What follows belongs to an exercise in optimizing a design on an open flow for a short achievable clock period and few clock cycles; a production flow would make more cautious choices.
Function was checked by simulation only, so behaviour that the tests miss may differ from the original.
No activity file was given, so power comes from the tool's default toggle rates.

[design/flow/config.mk]
export PLATFORM = sky130hd
export DESIGN_NAME = stream_cipher_keystream_generator
export DESIGN_NICKNAME = stream_cipher_keystream_generator
export VERILOG_FILES = /design/flow/design.v
export SDC_FILE = /design/flow/constraint.sdc
export NUM_CORES = 4
export LEC_CHECK = 0
export CAP_MARGIN = 20
export CORE_MARGIN = 2
export CORE_UTILIZATION = 40
export SLEW_MARGIN = 20
[design/flow/constraint.sdc]
create_clock -name core_clock -period 12.0 [get_ports {clk}]
set_input_delay 2.4000 -clock core_clock [delete_from_list [all_inputs] [get_ports {clk}]]
set_output_delay 2.4000 -clock core_clock [all_outputs]
set_load 0.01 [all_outputs]
[design/flow/design.v]
module register_r_shift_feedback_unit (
  input  wire [79:0] r,
  input  wire        ib_r,      
  input  wire        cb_r,      
  output wire [79:0] r_next
);
  localparam [79:0] R_MASK = 80'h6D2B79F5A3C1E8470B1F;
  wire        fb_r    = r[79] ^ ib_r;
  wire [79:0] shifted = {r[78:0], 1'b0};
  wire [79:0] galois  = cb_r ? (shifted ^ r) : shifted;
  assign r_next = fb_r ? (galois ^ R_MASK) : galois;
endmodule
module register_s_nonlinear_shift_unit (
  input  wire [79:0] s,
  input  wire        ib_s,      
  input  wire        cb_s,      
  output wire [79:0] s_next
);
  localparam [79:0] COMP0   = 80'h3A9C4E1B7D2F608C5E93;
  localparam [79:0] COMP1   = 80'hC7E1593A0F4B2D86E1A5;
  localparam [79:0] S_MASK0 = 80'h1F0E2D3C4B5A69788796;
  localparam [79:0] S_MASK1 = 80'hA5B4C3D2E1F00F1E2D3C;
  localparam [79:0] M_NL    = {1'b0, {78{1'b1}}, 1'b0};
  wire        fb_s    = s[79] ^ ib_s;
  wire [79:0] nl      = (s ^ COMP0) & ({1'b0, s[79:1]} ^ COMP1) & M_NL;
  wire [79:0] shifted = {s[78:0], 1'b0} ^ nl;
  wire [79:0] mask    = cb_s ? S_MASK1 : S_MASK0;
  assign s_next = fb_s ? (shifted ^ mask) : shifted;
endmodule
module generator_step (
  input  wire [79:0] r,
  input  wire [79:0] s,
  input  wire        mixing,
  input  wire        input_bit,
  output wire [79:0] r_next,
  output wire [79:0] s_next,
  output wire        ks
);
  wire cb_r = s[27] ^ r[53];
  wire cb_s = s[53] ^ r[26];
  wire ib_r = mixing ? (s[40] ^ input_bit) : input_bit;
  wire ib_s = input_bit;
  assign ks = r[0] ^ s[0];
  register_r_shift_feedback_unit u_r (.r(r), .ib_r(ib_r), .cb_r(cb_r), .r_next(r_next));
  register_s_nonlinear_shift_unit u_s (.s(s), .ib_s(ib_s), .cb_s(cb_s), .s_next(s_next));
endmodule
module stream_cipher_keystream_generator (
  input  wire        clk,
  input  wire        rst,         
  input  wire [15:0] cmd,
  input  wire        cmd_valid,
  output wire        cmd_ready,
  output wire        ks_bit,
  output wire [7:0]  ks_byte,
  output wire        busy,
  output wire        err,
  output wire [15:0] status
);
  localparam [1:0] MODE_STEP = 2'd0,
                   MODE_LOAD = 2'd1,
                   MODE_WARM = 2'd2,
                   MODE_GEN  = 2'd3;
  reg [79:0] r_q, s_q;
  reg        ks_bit_q;
  reg [7:0]  ks_byte_q;
  reg        err_q;
  reg        busy_q;
  reg [1:0]  mode_q;
  reg [6:0]  count_q;    
  reg        mix_q;      
  reg [7:0]  data_q;     
  reg [7:0]  acc_q;      
  wire accept = cmd_valid & ~busy_q;
  wire is_nop   = (cmd == 16'h0000);
  wire is_clear = (cmd == 16'h0001);
  wire is_step  = ((cmd & 16'hFFCF) == 16'h0002);
  wire is_load  = (cmd[7:0] == 8'h03);
  wire is_warm  = (cmd == 16'h0004);
  wire is_gen   = (cmd == 16'h0005);
  wire is_legal = is_nop | is_clear | is_step | is_load | is_warm | is_gen;
  wire [79:0] r_next, s_next;
  wire        ks;
  generator_step u_step (
    .r(r_q), .s(s_q),
    .mixing(mix_q), .input_bit(data_q[0]),
    .r_next(r_next), .s_next(s_next), .ks(ks)
  );
  wire last_step = (count_q == 7'd0);
  always @(posedge clk) begin
    if (rst) begin
      r_q       <= 80'd0;
      s_q       <= 80'd0;
      ks_bit_q  <= 1'b0;
      ks_byte_q <= 8'd0;
      err_q     <= 1'b0;
      busy_q    <= 1'b0;
    end else if (busy_q) begin
      r_q     <= r_next;
      s_q     <= s_next;
      data_q  <= {1'b0, data_q[7:1]};
      acc_q   <= {acc_q[6:0], ks};
      count_q <= count_q - 7'd1;
      if (last_step) begin
        busy_q <= 1'b0;
        if (mode_q == MODE_STEP) ks_bit_q  <= ks;
        if (mode_q == MODE_GEN)  ks_byte_q <= {acc_q[6:0], ks};
      end
    end else if (accept) begin
      if (!is_legal)
        err_q <= 1'b1;
      if (is_clear) begin
        r_q <= 80'd0;
        s_q <= 80'd0;
      end
      if (is_step) begin
        busy_q  <= 1'b1;
        mode_q  <= MODE_STEP;
        count_q <= 7'd0;
        mix_q   <= cmd[4];
        data_q  <= {7'd0, cmd[5]};
      end
      if (is_load) begin
        busy_q  <= 1'b1;
        mode_q  <= MODE_LOAD;
        count_q <= 7'd7;
        mix_q   <= 1'b1;
        data_q  <= cmd[15:8];
      end
      if (is_warm) begin
        busy_q  <= 1'b1;
        mode_q  <= MODE_WARM;
        count_q <= 7'd79;
        mix_q   <= 1'b1;
        data_q  <= 8'd0;
      end
      if (is_gen) begin
        busy_q  <= 1'b1;
        mode_q  <= MODE_GEN;
        count_q <= 7'd7;
        mix_q   <= 1'b0;
        data_q  <= 8'd0;
      end
    end
  end
  assign cmd_ready = ~busy_q;
  assign busy      = busy_q;
  assign ks_bit    = ks_bit_q;
  assign ks_byte   = ks_byte_q;
  assign err       = err_q;
  assign status    = {ks_byte_q, 5'd0, ks_bit_q, err_q, busy_q};
endmodule
[design/flow/run.sh]
#!/bin/bash
# synth_recipe.tcl (not shown) runs the flow's synth.tcl, then flattens the netlist and writes it again
# the make line also repeats each setting of config.mk as NAME=value (left out here)
make -C /OpenROAD-flow-scripts/flow DESIGN_CONFIG=/design/flow/config.mk WORK_HOME=/design/flow/orfs CLKGATE_MAP_FILE= SYNTH_SCRIPT=/design/flow/synth_recipe.tcl finish
==> run_results.csv <==
group,metric,value,unit
route,drc,0,
cts,cts.path.max_buffers,2,
cts,cts_resized,0,
hold_path,holdPathStages,0,
power,netSwitchingPower,0.274,mW
critical_path,critPathKind,"primary input to flop",
logic_synthesis,async_reset_ff_share,0,%
sta,period_share,43.8,%
critical_path,setup.worst_path.end_class,"flop",
die,die_h,160,um
final_layout,design_area,10900,um2
outcome,status,"no timing/DRC/antenna violations",
cts,path_clk_slew,0.07,ns
sta,tightestPinTransition,1.01,ns
die,ios,47,
critical_path,path_buf_inv,6,
final_layout,nFillCells,2347,
critical_path,cp.depth,10,
cts,cts_tree,"done",
sta,finalCriticalPeriod,5.26,ns
sta,setup_viol,0,
placement,place_congestion,0.785,
power,power_leakage,4.31,nW
cts,ctsRootBufferMaster,"clkbuf_16",
grt,grt_pass1_vias,6497,
critical_path,reg2reg_depth,6,
power,power_density,115,nW/um2
cts,h-tree-depth,4,
route,vias_per_cell,4.95,
final_layout,diodes,0,
final_layout,multi_input_area,5080,um2
placement,io_buffers,41,
logic_synthesis,synthMuxAreaShare,5.12,%
logic_synthesis,ys_warn_count,1,
critical_path,slowest_stage,"buf_4",
logic_synthesis,ys_types,44,
critical_path,max_stage_delay,0.53,ns
route,drt-initial-drc-count,340,
sta,maxSlewViolCount,0,
route,via_count,6686,
die,start_util,40.5,%
hold_path,hold_class,"flop to flop",
route,wl,18000,um
route,avgRoutedWirePerCell,13.3,um
cts,cts_setup_buffers,0,
logic_synthesis,ys_seq_area_share,42.5,%
logic_synthesis,synthSimpleGateAreaFrac,10.3,%
critical_path,crit_fanout,54,
sta,fmaxAchievable,190,MHz
critical_path,reg2reg_from,"busy_q",
critical_path,startpoint,"rst",
final_layout,instances_no_fill,1351,
final_layout,syn_to_final_growth,11.3,%
power,seq_power_share,52.9,%
grt,grt_max_degree,92,
cts,clock_sinks,195,
critical_path,path_cells,"buf_2 > buf_4 > inv_1 > nand2_1 > buf_4 > inv_2 > nand2b_1 > buf_4 > mux2i_1 > a21o_1",
final_layout,final_layout_size_suffix_gt1_share,5.36,%
sta,finClkSkew,0.0132,ns
logic_synthesis,synth_top_family_by_area,"XOR/XNOR gates",
cts,clock_latency,0.43,ns
die,core,24200,um2
logic_synthesis,synth-compound-area-share,15.2,%
critical_path,critical_path_arrival,5.58,ns
logic_synthesis,syn_inst,1014,
sta,holdWs,0.456,ns
cts,cts_made_buffers,17,
final_layout,fin_nets,1035,
route,drtAntennaViolNets,0,
placement,placed_area,10300,um2
die,row_count,57,
logic_synthesis,synthXorXnorAreaFrac,20.6,%
sta,rsz0062_at_grt,"no",
grt,grtUsageTotal,14.5,%
hold_path,hold_start,"acc_q[5]",
critical_path,worst_ep_required_time,12.32,ns
logic_synthesis,ys_ff_latch,195,
power,vdd_drop_max,0.0950,mV
final_layout,regArea,4150,um2
logic_synthesis,synthAdderAreaFrac,0.256,%
placement,placed_cells,1319,
power,clock_power_share,45.0,%
power,internal_power,0.974,mW
sta,hold_viol,0,
logic_synthesis,synth_edf_count,25,
route,dr.pass1.iters,4,
grt,antenna_found_initial,0,
logic_synthesis,synth-main-ff-cell,"dfxtp_1",
logic_synthesis,synth_area_per_cell,9.65,um2
sta,relSlewSlack,33.0,%
power,comb_power_share,2.1,%
job,max_cap_viol_count,0,
power,swShare,22.0,%
grt,grt_pass1_wl,31200,um
critical_path,cp-start-kind,"primary input",
critical_path,cpLargestDelayFamily,"buffers and inverters",
cts,cts_hold_buf,0,
logic_synthesis,syn_area,9780,um2
die,die-width,160,um
placement,hpwl,10600,um
die,dieArea,25700,um2
critical_path,cp_common_cell,"buf_4",
sta,fin_tns_setup,0,ns
grt,grt-ovfl-total,0,
[through the flow]
stage / util (%) / setup slack [ns] / total power [mW]
2_1_floorplan: - / 7.06 / 0.692
3_3_place_gp: 42.6 / 6.31 / 0.702
3_5_place_dp: 42.6 / 6.30 / 0.702
4_1_cts: 45.0 / 6.76 / 1.27
5_1_grt: 45.0 / 6.53 / 1.30
6_report: 45.0 / 6.74 / 1.25
[worst reg2reg max path: cells and delay by family, from the launching register on]
kind                   cells  cell delay, ns
buffers and inverters      3            1.36
AO/OA/AOI/OAI              2            0.58
flip-flops                 1            0.31
AND/OR/NAND/NOR            1            0.55
[cells by family after synthesis]
logic type	count (synthesis)
flops	195
xor+xnor	227
simple gates	230
compound gates	187
buf+inv	122
fa+ha+maj	2
other cells	1
mux	50
[cells in the final DEF (no fill, tap or decap), types with 5 or more instances in the layout]
cell type / instances
o21ai_0: 14
xnor2_1: 168
nand3_1: 6
dfxtp_1: 170
clkbuf_16: 17
clkdlybuf4s50_1: 40
conb_1: 5
nor2_1: 62
o32ai_1: 39
nand2b_1: 6
mux2i_1: 50
a21oi_1: 10
inv_1: 43
a21o_1: 41
nand2_1: 120
xor2_1: 56
a22o_1: 72
nor2b_1: 17
buf_4: 13
edfxtp_1: 25
[cell type report]
| cell class | count | area share [%] |
|---|---|---|
| sequential | 195 | 38.1 |
| timing repair buffer | 54 | 4.62 |
| multi-input combinational | 701 | 46.6 |
| inverter | 45 | 1.55 |
| clock inverter | 14 | 1.31 |
| clock buffer | 18 | 4.03 |
| tap | 324 | 3.72 |
[metal layers]
layer / GRT usage [%] / up-vias / part of all wire, %
li1: - / 3419 / -
met1: 19.1 / 3164 / 51
met2: 24.1 / 92 / 45
met3: 2.97 / 11 / 2.8
met4: 4.14 / 0 / 1.0
met5: 0 / - / 0
[synthesized netlist by cell type (2+ instances only)]
library cell | n | area [um2]
a21o_1 | 41 | 308
a21oi_1 | 10 | 50.1
a22o_1 | 72 | 631
a32o_1 | 3 | 30.0
and3_1 | 2 | 12.5
and4_1 | 2 | 17.5
buf_1 | 6 | 22.5
buf_2 | 25 | 125
buf_4 | 17 | 128
buf_6 | 5 | 56.3
clkbuf_1 | 24 | 90.1
dfxtp_1 | 170 | 3400
edfxtp_1 | 25 | 751
ha_1 | 2 | 25.0
inv_1 | 44 | 165
mux2i_1 | 50 | 500
nand2_1 | 120 | 450
nand2b_1 | 6 | 37.5
nand3_1 | 6 | 30.0
nor2_1 | 62 | 233
nor2b_1 | 17 | 106
nor3_1 | 3 | 15.0
nor4_1 | 3 | 18.8
nor4_2 | 3 | 37.5
o21ai_0 | 15 | 75.1
o2bb2ai_1 | 2 | 17.5
o32ai_1 | 39 | 342
xnor2_1 | 168 | 1470
xor2_1 | 57 | 499
[state kept, by name, summed over array words and instances, names as in the netlist]
name and count:
err_q 1, count_q 7, mix_q 1, acc_q 7, ks_byte_q 8, ks_bit_q 1, r_q 80, mode_q 2
s_q 79, busy_q 1, data_q 8
[power groups by stage]
stage | Sequential (mW) | Clock (mW) | Combinational, mW
after floorplan | 0.675 | 0 | 0.0166
after detailed placement | 0.675 | 0 | 0.0264
after global placement | 0.675 | 0 | 0.0264
after CTS | 0.660 | 0.580 | 0.0265
final | 0.660 | 0.562 | 0.0261
after global routing | 0.660 | 0.607 | 0.0286
[worst paths after layout]
check                                end  slack, ns
worst min register to register  acc_q[6]       0.46
worst max-delay path             r_q[40]       6.74
worst min-delay path            acc_q[6]       0.46
worst max register to register   s_q[19]       9.13
Testbench counts, summed over its fixed seeds: cycles 11,840.

[separate check: timing with driven ports]
No port has a modelled driver above. Below, the same layout with a new extraction and two added sets of constraints. Step 1 sets driving cells, clkbuf_16 on the clock port and buf_2 on the other inputs (assumed; they add their load-dependent delay and slew). Step 2 adds t to the input delays and takes it off the output delays; t is the mean of the earliest and latest rising clock arrival at the registers after step 1. Input paths then give back, and output paths get back, about the clock's delay inside the block. a / b / c = ideal ports / drivers / drivers and shift; a / b = the first two.
t (ns): 0.470
slack for setup (ns): 6.743 / 6.767 / 6.297
latest minus earliest clock arrival (ns): 0.015 / 0.015
slew at the worst register clock pin (ns): 0.08 / 0.08
pins driven straight from the clock port: 1
After both steps this run still meets setup and hold. The setup slack of this run moves by +0.024 ns with the drivers and by -0.446 ns with both steps.
